What follows belongs to an exercise in optimizing a design on an open flow for small area, a short achievable clock period and few clock cycles; a production flow would make more cautious choices. At most, simulation tests tie the RTL to the original design; equivalence was not proved. Power and IR drop assume default switching activity.

// pcwlc_core
module pcwlc_core (
    input  wire        clk,
    input  wire        rst,
    input  wire        host_we,
    input  wire [2:0]  host_addr,
    input  wire [63:0] host_wdata,
    output wire [31:0] status,
    output wire [63:0] res,
    output wire [63:0] res2,
    output wire [31:0] erraddr,
    output reg         port_req,
    output reg         port_we,
    output reg  [1:0]  port_size,     
    output reg  [16:0] port_addr,
    output wire [31:0] port_wdata,
    input  wire        port_ack,
    input  wire [1:0]  port_fail,     
    input  wire [31:0] port_rdata,
    input  wire [63:0] now
);
==> flow/config.mk <==
export PLATFORM = sky130hd
export DESIGN_NAME = pcwlc_core
export DESIGN_NICKNAME = pcwlc_core
export VERILOG_FILES = /design/flow/design.v
export SDC_FILE = /design/flow/constraint.sdc
export NUM_CORES = 4
export LEC_CHECK = 0
export CAP_MARGIN = 20
export CORE_MARGIN = 2
export CORE_UTILIZATION = 40
export CTS_BUF_LIST = sky130_fd_sc_hd__clkbuf_8
export PLACE_DENSITY = 0.75
export SETUP_SLACK_MARGIN = 4
export SLEW_MARGIN = 20
==> flow/constraint.sdc <==
create_clock -name core_clock -period 8.0 [get_ports {clk}]
set_input_delay 1.6000 -clock core_clock [delete_from_list [all_inputs] [get_ports {clk}]]
set_output_delay 1.6000 -clock core_clock [all_outputs]
set_load 0.01 [all_outputs]
standard.sh (not shown) runs the stock make flow with config.mk's settings and CLKGATE_MAP_FILE= SYNTH_SCRIPT=/design/flow/synth_recipe.tcl, a recipe that flattens the netlist after the stock synthesis.
==> flow/flow/run.sh <==
#!/bin/bash
# Layout flow: the standard flow (standard.sh: the standard synthesis,
# then ORFS to the routed layout) with two layout settings changed:
#  - the port buffers are buf_1 cells instead of the delay buffers that
#    buffer_ports picks by default; timing repair upsizes the ones on
#    critical paths;
#  - the resizer may change a cell's footprint when it sizes cells
#    (MATCH_CELL_FOOTPRINT=0), so timing repair can upsize freely.
# The output of the whole run goes to standard.log in the work folder; ORFS
# keeps each step's log under orfs/logs/.
set -euo pipefail
bash standard.sh MATCH_CELL_FOOTPRINT=0 \
    "BUFFER_PORTS_ARGS=-buffer_cell sky130_fd_sc_hd__buf_1" \
    finish > standard.log 2>&1
==> next run, changes <==
--- a/flow/design.v
+++ b/flow/design.v
@@ -273,24 +273,24 @@
             default:      ;
         endcase
     end
     wire [7:0] base_off = is_lsop ? 8'h12 : is_cap ? 8'h02 : 8'h10;
     wire [8:0] base_adr = {1'b0, cur[7:0]} + {1'b0, base_off};
     wire [4:0] base_st  = is_lsop ? S_LS : is_cap ? S_CAP : S_RMWR;
     wire [15:0] ls       = rd[15:0];
     wire [3:0]  ls_sc    = ls[3:0];
     wire        ls_known = (ls_sc >= 4'd1) && (ls_sc <= 4'd6);
     wire [31:0] ls_res   = {ls, 3'd0, ls[13], ls[11], ls[9:4], ls_known, ls_sc};
     wire [12:0] c_cs_m4  = opa[12:0] - 13'd4;
-    wire [11:0] cs_m4  = lop[11:0];
-    wire        cs_big = lop[12];
+    reg  [11:0] cs_m4;
+    reg         cs_big;
     wire [11:0] nx       = rd[31:20];
     function gt12(input [11:0] a, input [11:0] b);
         integer k;
         begin
             gt12 = 1'b0;
             for (k = 0; k < 12; k = k + 1)
                 gt12 = (a[k] & ~b[k]) | (~(a[k] ^ b[k]) & gt12);
         end
     endfunction
     wire        cs_over  = !cs_big && gt12(nx, cs_m4);
     wire [16:0] addr_p4  = port_addr + 17'd4;
@@ -486,34 +486,30 @@
         sel_p <= !rst && ((ack && okk && (state == S_ENT) && !ent_ff && ent_match &&
                            is_lsop && !cur[0]) ||
                           (state == S_LS && !ack));
     end
     reg first;    
     always @(posedge clk) begin
         first <= !busy;
         if (!busy) begin
             op    <= c_op;
             wc    <= c_w;
             f     <= c_f;
-            lop[47:13] <= opa[47:13];
-            if (c_op == OP_FIND_EXT) begin
-                lop[11:0] <= c_cs_m4[11:0];
-                lop[12]   <= (opa[63:13] != 51'd0) || c_cs_m4[12];
-            end else begin
-                lop[12:0] <= opa[12:0];
-            end
+            lop[47:0] <= opa[47:0];
             case (c_op)
                 OP_FIND_STD, OP_FIND_EXT, OP_SET_BITS: lop[63:48] <= c_imm;
                 OP_SET_SPEED:                          lop[63:48] <= {13'd0, speed_code};
                 default:                               lop[63:48] <= opa[63:48];
             endcase
+            cs_m4  <= c_cs_m4[11:0];
+            cs_big <= (opa[63:13] != 51'd0) || c_cs_m4[12];
             pz    <= (opa == 64'd0);
             again <= 1'b0;
             cur   <= 12'h100;
             trip  <= ext_trip1;
             port_we   <= (c_op == OP_CFG_WRITE);
             port_size <= c_size;
         end
         if (busy && first && op == OP_WAIT_TRAIN) begin
             lop     <= ~nsum[63:0];
             dl_hi_n <= ~nsum[64];
             res_q   <= opb;
Effect: The new run finished with timing, DRC and antenna clean; hold slack stays flat; power increases by 18%; core utilization increases by 0.40 points; sequential share of layout area increases by 0.43 points; sequential power increases by about 5%; sequential cell count increases by 13; routed wire length increases by 5.1%; die area increases by 1.5%.
Function was not checked in any run of this note: the RTL went through the layout flow alone.

========
Setup of job 7061:
Another version of the RTL of pcwlc_core (not shown whole).
Size: roughly 430 flip-flops, ~410 I/O pins, roughly 0.027 mm2 of cells after synthesis.
## pcwlc_core
module pcwlc_core (
    input  wire        clk,
    input  wire        rst,
    input  wire        host_we,
    input  wire [2:0]  host_addr,
    input  wire [63:0] host_wdata,
    output wire [31:0] status,
    output wire [63:0] res,
    output wire [63:0] res2,
    output wire [31:0] erraddr,
    output reg         port_req,
    output reg         port_we,
    output reg  [1:0]  port_size,     
    output reg  [16:0] port_addr,
    output wire [31:0] port_wdata,
    input  wire        port_ack,
    input  wire [1:0]  port_fail,     
    input  wire [31:0] port_rdata,
    input  wire [63:0] now
);
    localparam [2:0] C_OK      = 3'd0;
    localparam [2:0] C_NOTFND  = 3'd1;
    localparam [2:0] C_ALIGN   = 3'd2;
    localparam [2:0] C_RANGE   = 3'd3;
    localparam [2:0] C_UNSUP   = 3'd4;
    localparam [2:0] C_IOFAIL  = 3'd5;
    localparam [2:0] C_ILLEGAL = 3'd6;
    localparam [4:0] OP_CFG_READ   = 5'h01;
    localparam [4:0] OP_CFG_WRITE  = 5'h02;
    localparam [4:0] OP_FIND_STD   = 5'h03;
    localparam [4:0] OP_FIND_EXT   = 5'h04;
    localparam [4:0] OP_ENABLE     = 5'h05;
    localparam [4:0] OP_DISABLE    = 5'h06;
    localparam [4:0] OP_RETRAIN    = 5'h07;
    localparam [4:0] OP_SET_SPEED  = 5'h08;
    localparam [4:0] OP_READ_STAT  = 5'h09;
    localparam [4:0] OP_WAIT_TRAIN = 5'h0A;
    localparam [4:0] OP_HOT_RESET  = 5'h0B;
    localparam [4:0] OP_SET_BITS   = 5'h0C;
    localparam [4:0] S_IDLE  = 5'd0;
    localparam [4:0] S_FIN   = 5'd1;    
    localparam [4:0] S_CFGR  = 5'd2;
    localparam [4:0] S_CFGW  = 5'd3;
    localparam [4:0] S_ST    = 5'd4;    
    localparam [4:0] S_HT    = 5'd5;    
    localparam [4:0] S_PTR   = 5'd6;    
  ...
clock: 8.0 ns
lec_check: 0
cap_margin: 20
core_margin: 2
core_utilization: 40
setup_slack_margin: 4
slew_margin: 20
Scripts as last shown in full above: flow/flow/run.sh
Changes in job 4713 relative to job 7061:
--- a/flow/design.v
+++ b/flow/design.v
@@ -46,22 +46,24 @@
     localparam [4:0] S_PTR   = 5'd6;    
     localparam [4:0] S_ENT   = 5'd7;    
     localparam [4:0] S_EXT   = 5'd8;    
     localparam [4:0] S_RMWR  = 5'd9;    
     localparam [4:0] S_RMWW  = 5'd10;   
     localparam [4:0] S_CAP   = 5'd11;
     localparam [4:0] S_LC2R  = 5'd12;
     localparam [4:0] S_LC2W  = 5'd13;
     localparam [4:0] S_LS    = 5'd14;
     localparam [4:0] S_HRHT  = 5'd15;   
     localparam [4:0] S_POLL  = 5'd16;   
+    localparam [4:0] S_POLL2 = 5'd18;   
+    localparam [4:0] S_SLP0  = 5'd19;   
     localparam [4:0] S_SLEEP = 5'd17;   
     localparam [7:0] PCIE_CAP_ID = 8'h10;
     reg [63:0] opa, opb;
     reg        busy, done, pf;
     reg [2:0]  code;
     reg [1:0]  iokind;
     reg        errv;        
     reg        resv;        
     reg        res1;        
     reg [63:0] res_q;       
     reg        dl_hi_n;     
@@ -234,23 +236,24 @@
                     assign sk_g[bl+1][bi] = sk_g[bl][bi] | (sk_p[bl][bi] & sk_g[bl][((bi >> bl) << bl) - 1]);
                     assign sk_p[bl+1][bi] = sk_p[bl][bi] & sk_p[bl][((bi >> bl) << bl) - 1];
                 end else begin : g_copy
                     assign sk_g[bl+1][bi] = sk_g[bl][bi];
                     assign sk_p[bl+1][bi] = sk_p[bl][bi];
                 end
             end
         end
     endgenerate
     wire [AW-1:0] ad_cy = sk_g[AL];             
     wire [65:0]   nsum  = ad_p ^ {ad_cy[AW-2:0], 1'b0};
-    wire        past = nsum[65] | (&ad_p[64:0]);
+    reg         past;
+    always @(posedge clk) past <= nsum[65] | (&ad_p[64:0]);
     wire        lop_zero  = pz;
     wire        ack  = port_req && port_ack;
     wire        okk  = (port_fail == 2'd0);
     wire [31:0] rd   = port_rdata;
     wire is_std   = (op == OP_FIND_STD);
     wire is_rs    = (op == OP_READ_STAT);
     wire is_lsop  = (op == OP_READ_STAT) || (op == OP_WAIT_TRAIN);
     wire is_cap   = (op == OP_SET_SPEED) && !again;
     wire [7:0] walk_id = is_std ? imm[7:0] : PCIE_CAP_ID;
     reg [15:0] rmw_set, rmw_clr;
     always @(*) begin
@@ -417,22 +420,26 @@
                 rs2c     <= 3'd0;
                 errv     <= c_errv;
                 code     <= c_code;
                 iokind   <= 2'd0;
                 port_req <= c_req;
                 st_nx    = c_state;
             end else if (state == S_FIN) begin
                 busy  <= 1'b0;
                 done  <= 1'b1;
                 st_nx    = S_IDLE;
             end else if (state == S_POLL) begin
+                st_nx    = S_POLL2;
+            end else if (state == S_SLP0) begin
+                st_nx    = S_SLEEP;
+            end else if (state == S_POLL2) begin
                 if (past) begin
                     code  <= C_OK;
                     busy  <= 1'b0;
                     done  <= 1'b1;
                     st_nx    = S_IDLE;
                 end else if (lop_zero) begin
                     port_req <= 1'b1;
                     st_nx    = S_ST;
                 end else begin
                     st_nx    = S_SLEEP;
                 end
@@ -447,40 +454,41 @@
                     code     <= C_IOFAIL;
                     iokind   <= port_fail;
                     errv     <= 1'b1;
                     busy     <= 1'b0;
                     done     <= 1'b1;
                     st_nx    = S_IDLE;
                 end else if (poll) begin
                     port_req <= 1'b0;
                     st_nx    = S_POLL;
                 end else if (hsleep) begin
                     port_req <= 1'b0;
-                    st_nx    = S_SLEEP;
+                    st_nx    = S_SLP0;
                 end else begin
                     port_req <= cont;
                     busy     <= cont;
                     done     <= !cont;
                     code     <= a_code;
                     errv     <= a_errv && !cont;
                     resv     <= a_resv && !cont;
                     res1     <= (state == S_LS) && !is_rs && !cont;
                     st_nx    = cont ? a_state : S_IDLE;
                     if (state == S_LS && is_rs)
                         rs2c <= ls_known ? ls_sc[2:0] : 3'd0;
                 end
             end
         end
         state <= st_nx;
         sel_d <= !rst && ack && okk && poll;
-        sel_w <= !rst && ((state == S_POLL && !past && !lop_zero) ||
+        sel_w <= !rst && ((state == S_POLL) || (state == S_SLP0) ||
+                          (state == S_POLL2 && !past && !lop_zero) ||
                           (state == S_SLEEP && !past) ||
                           (ack && okk && !poll && hsleep));
         sel_p <= !rst && ((ack && okk && (state == S_ENT) && !ent_ff && ent_match &&
                            is_lsop && !cur[0]) ||
                           (state == S_LS && !ack));
     end
     reg first;    
     always @(posedge clk) begin
         first <= !busy;
         if (!busy) begin
             op    <= c_op;
--- outcome ---
- As of job 4713, number of unique standard cell types used by synthesis had fallen by more than 10% compared to job 7061.
- Diff job 7061 -> job 4713 | net total in the final layout | decrease of 70
- Area share of and/or/nand/nor cells after synthesis: job 4713 vs job 7061 up 1.1 points
- Diff job 7061 -> job 4713: overall via count from detail_route went down about 3.6%; period utilization went down 8.0 points; compound-cell area share of the yosys netlist went down 1.9 points.
- Relative to job 7061, register-to-register slack has increased by 0.63 ns in job 4713.
- The run with more routed wire is job 7061, not job 4713.
- Compared to job 7061, job 4713 has number of antenna violations at the first check in global routing 4 higher.
- Area after synthesis: job 4713 < job 7061
- Against job 7061, the final cell area of job 4713 is lower.
Testbench counts of job 4713, summed over its fixed seeds: cycles 67,760.
Only the layout flow was run in job 7061; the RTL was not checked for function there.

========
job 5327:
Another version of the RTL of pcwlc_core (not shown whole).
Size: about 410 flip-flops, about 410 I/O pins.
clock: 8.0 ns
lec_check: 0
cap_margin: 20
core_margin: 2
core_utilization: 40
setup_slack_margin: 4
slew_margin: 20
==> flow/flow/run.sh <==
#!/bin/bash
# Layout flow: the standard flow (standard.sh: the standard synthesis,
# then ORFS to the routed layout) with two layout settings changed:
#  - the port buffers are buf_4 cells instead of the delay buffers that
#    buffer_ports picks by default;
#  - the resizer may change a cell's footprint when it sizes cells
#    (MATCH_CELL_FOOTPRINT=0), so timing repair can upsize freely.
# The output of the whole run goes to standard.log in the work folder; ORFS
# keeps each step's log under orfs/logs/.
set -euo pipefail
bash standard.sh MATCH_CELL_FOOTPRINT=0 \
    "BUFFER_PORTS_ARGS=-buffer_cell sky130_fd_sc_hd__buf_4" \
    finish > standard.log 2>&1
Job 5327: all stages complete, timing, DRC and antenna checks passed
For job 5166, these inputs were changed with respect to job 5327:
--- a/flow/design.v
+++ b/flow/design.v
@@ -51,14 +51,16 @@
     localparam [4:0] S_CAP   = 5'd11;
     localparam [4:0] S_LC2R  = 5'd12;
     localparam [4:0] S_LC2W  = 5'd13;
     localparam [4:0] S_LS    = 5'd14;
     localparam [4:0] S_HRHT  = 5'd15;   
     localparam [4:0] S_POLL  = 5'd16;   
+    localparam [4:0] S_PCMP  = 5'd20;   
     localparam [4:0] S_POLL2 = 5'd18;   
     localparam [4:0] S_SLP0  = 5'd19;   
+    localparam [4:0] S_SLP1  = 5'd21;   
     localparam [4:0] S_SLEEP = 5'd17;   
     localparam [7:0] PCIE_CAP_ID = 8'h10;
     reg [63:0] opa, opb;
     reg        busy, done, pf;
     reg [2:0]  code;
     reg [1:0]  iokind;
@@ -210,65 +212,56 @@
             c_req   = 1'b0;
             c_code  = C_ILLEGAL;
             c_errv  = 1'b0;
             c_state = S_FIN;
         end
     end
+    reg  [63:0] now_q;
+    always @(posedge clk) now_q <= now;
     reg  [64:0] add_b;
     reg         add_c;
     always @(*) begin
-        if (state == S_POLL) begin
+        if (state == S_PCMP) begin
             add_b = {dl_hi_n, lop};
             add_c = 1'b1;
-        end else if (state == S_POLL2 || state == S_SLP0 || state == S_SLEEP) begin
+        end else if (state == S_POLL2 || state == S_SLP1 || state == S_SLEEP) begin
             add_b = wake_n;
             add_c = 1'b1;
-        end else if (state == S_LS) begin
+        end else if (state == S_POLL) begin
             add_b = {1'b0, res_q};
             add_c = 1'b0;
         end else begin
             add_b = {1'b0, lop};
             add_c = 1'b0;
         end
     end
     localparam integer AW = 66;
     localparam integer AL = 7;                  
-    wire [AW-1:0] ad_a = {2'b0, now};
+    wire [AW-1:0] ad_a = {2'b0, now_q};
     wire [AW-1:0] ad_b = {1'b0, add_b};
     wire [AW-1:0] ad_p = ad_a ^ ad_b;
     wire [AW-1:0] ad_g = (ad_a & ad_b) | {{(AW-1){1'b0}}, ad_p[0] & add_c};
-    wire [AW-1:0] bk_g [0:2*AL];
-    wire [AW-1:0] bk_p [0:2*AL];
-    assign bk_g[0] = ad_g;
-    assign bk_p[0] = ad_p;
+    wire [AW-1:0] sk_g [0:AL];
+    wire [AW-1:0] sk_p [0:AL];
+    assign sk_g[0] = ad_g;
+    assign sk_p[0] = ad_p;
     genvar bl, bi;
     generate
-        for (bl = 0; bl < AL; bl = bl + 1) begin : g_up
+        for (bl = 0; bl < AL; bl = bl + 1) begin : g_lvl
             for (bi = 0; bi < AW; bi = bi + 1) begin : g_bit
-                if (((bi + 1) % (2 << bl)) == 0) begin : g_node
-                    assign bk_g[bl+1][bi] = bk_g[bl][bi] | (bk_p[bl][bi] & bk_g[bl][bi-(1<<bl)]);
-                    assign bk_p[bl+1][bi] = bk_p[bl][bi] & bk_p[bl][bi-(1<<bl)];
+                if ((bi >> bl) % 2 == 1) begin : g_node
+                    assign sk_g[bl+1][bi] = sk_g[bl][bi] | (sk_p[bl][bi] & sk_g[bl][((bi >> bl) << bl) - 1]);
+                    assign sk_p[bl+1][bi] = sk_p[bl][bi] & sk_p[bl][((bi >> bl) << bl) - 1];
                 end else begin : g_copy
-                    assign bk_g[bl+1][bi] = bk_g[bl][bi];
-                    assign bk_p[bl+1][bi] = bk_p[bl][bi];
-                end
-            end
-        end
-        for (bl = AL - 1; bl >= 0; bl = bl - 1) begin : g_dn
-            for (bi = 0; bi < AW; bi = bi + 1) begin : g_bit
-                if (((bi + 1) % (2 << bl)) == (1 << bl) && (bi + 1) > (2 << bl)) begin : g_node
-                    assign bk_g[2*AL-bl][bi] = bk_g[2*AL-bl-1][bi] | (bk_p[2*AL-bl-1][bi] & bk_g[2*AL-bl-1][bi-(1<<bl)]);
-                    assign bk_p[2*AL-bl][bi] = bk_p[2*AL-bl-1][bi];
-                end else begin : g_copy
-                    assign bk_g[2*AL-bl][bi] = bk_g[2*AL-bl-1][bi];
-                    assign bk_p[2*AL-bl][bi] = bk_p[2*AL-bl-1][bi];
+                    assign sk_g[bl+1][bi] = sk_g[bl][bi];
+                    assign sk_p[bl+1][bi] = sk_p[bl][bi];
                 end
             end
         end
     endgenerate
-    wire [AW-1:0] ad_cy = bk_g[2*AL];           
+    wire [AW-1:0] ad_cy = sk_g[AL];             
     wire [65:0]   nsum  = ad_p ^ {ad_cy[AW-2:0], add_c};
     reg         past;
     always @(posedge clk) past <= nsum[65];
     wire        lop_zero  = pz;
     wire        ack  = port_req && port_ack;
     wire        okk  = (port_fail == 2'd0);
@@ -438,14 +431,18 @@
                 state    <= c_state;
             end else if (state == S_FIN) begin
                 busy  <= 1'b0;
                 done  <= 1'b1;
                 state <= S_IDLE;
             end else if (state == S_POLL) begin
+                state <= S_PCMP;
+            end else if (state == S_PCMP) begin
                 state <= S_POLL2;
             end else if (state == S_SLP0) begin
+                state <= S_SLP1;
+            end else if (state == S_SLP1) begin
                 state <= S_SLEEP;
             end else if (state == S_POLL2) begin
                 if (past) begin
                     code  <= C_OK;
                     busy  <= 1'b0;
                     done  <= 1'b1;
@@ -531,13 +528,13 @@
             S_ENT: if (is_std) res_q <= {56'd0, cur[7:0]};
             S_EXT: res_q <= {52'd0, cur};
             S_RMWR, S_LC2R: res_q[31:0] <= {16'd0, (rd[15:0] & ~rmw_clr) | rmw_set};
             S_LS: if (is_rs) res_q <= {32'd0, ls_res};
             default: ;
         endcase
-        if (state == S_LS || state == S_RMWW)
+        if (state == S_POLL || state == S_SLP0)
             wake_n <= ~nsum[64:0];
         if (ack && okk) begin
             case (state)
                 S_CFGR: begin
                     again     <= 1'b1;
                     port_addr <= addr_p4;
==> comparison <==
Job 5327 went all the way through the flow, and no timing, DRC or antenna check failed.
Job 5166 finished every step from synthesis to the final layout, and the layout passed the timing, DRC and antenna checks.
Taking job 5327 as the reference point, the slack of the worst reg-to-reg path of job 5166 rises by 70 ps.
Lower power share of the combinational group among job 5327 and job 5166: job 5166
The run showing the smaller switching portion of total power is job 5166.
Job 5166 against job 5327; average detailed-routed wire length per instance is down by a few percent.
What job 5327 reported for well-tap cell count has to be multiplied by 1.08 to get the figure for job 5166.
Job 5166 ended up with a higher flip-flop and latch area than job 5327 did.
Total length of routed wires delta (job 5166 -> job 5327): insignificant
Looking at multi-input combinational cell count, job 5166 sits 27 above job 5327.
Measured against each other, job 5327 and job 5166 differ in share of power burned in the clock network, the lower figure coming from job 5327.
Going from job 5327 to job 5166, worst vdd rail ir drop down about 20%, met3 routing resource usage after global routing down 0.39 points.
The core of job 5166 is more densely filled than that of job 5327.
state[2] as the critical path launch point was reported by job 5166, and state[3] by job 5327.
Going from job 5327 to job 5166, the number of cells upsized or downsized after cts was found to have gone down by 42.
No run of this note included a check of the RTL's function; only the layout flow was run.

-- re-timing with driven ports --
The results above use ideal ports. As a check the final layouts listed here were re-extracted and re-timed, cells and wires unchanged. Step 1 assumes that a clkbuf_16 drives the clock port and a buf_2 every other input. Step 2 moves the port delays by t, midway between the first and last clock arrival at a register: inputs arrive t later, outputs are due t later. That takes back most of the time a late clock gives input paths. a / b / c = ideal ports / drivers / drivers and shift; a / b = the first two.
| run | t, ns | setup slack, ns | worst setup path after step 2 | slew at the worst register clock pin (ns) | worst data-port slew with drivers (ns) |
|---|---|---|---|---|---|
| the first run of note 1 | 0.712 | 3.820 / 3.841 / 3.129 | input to register | 0.08 / 0.08 | 0.14 |
| the second run of note 1 | 0.736 | 3.952 / 3.976 / 3.240 | input to register | 0.07 / 0.07 | 0.09 |
| job 7061 | 0.676 | 3.309 / 3.344 / 2.668 | input to register | 0.07 / 0.07 | 0.11 |
| job 4713 | 0.666 | 3.950 / 3.876 / 3.210 | input to register | 0.07 / 0.07 | 0.13 |
| job 5327 | 0.685 | 3.423 / 3.423 / 2.876 | input to register | 0.07 / 0.07 | 0.06 |
| job 5166 | 0.708 | 3.497 / 3.497 / 3.431 | input to register | 0.07 / 0.07 | 0.10 |
After both steps every run listed still meets setup and hold. For job 4713, which loses most, drivers alone change the setup slack by -0.074 ns; drivers and shift together by -0.740 ns.
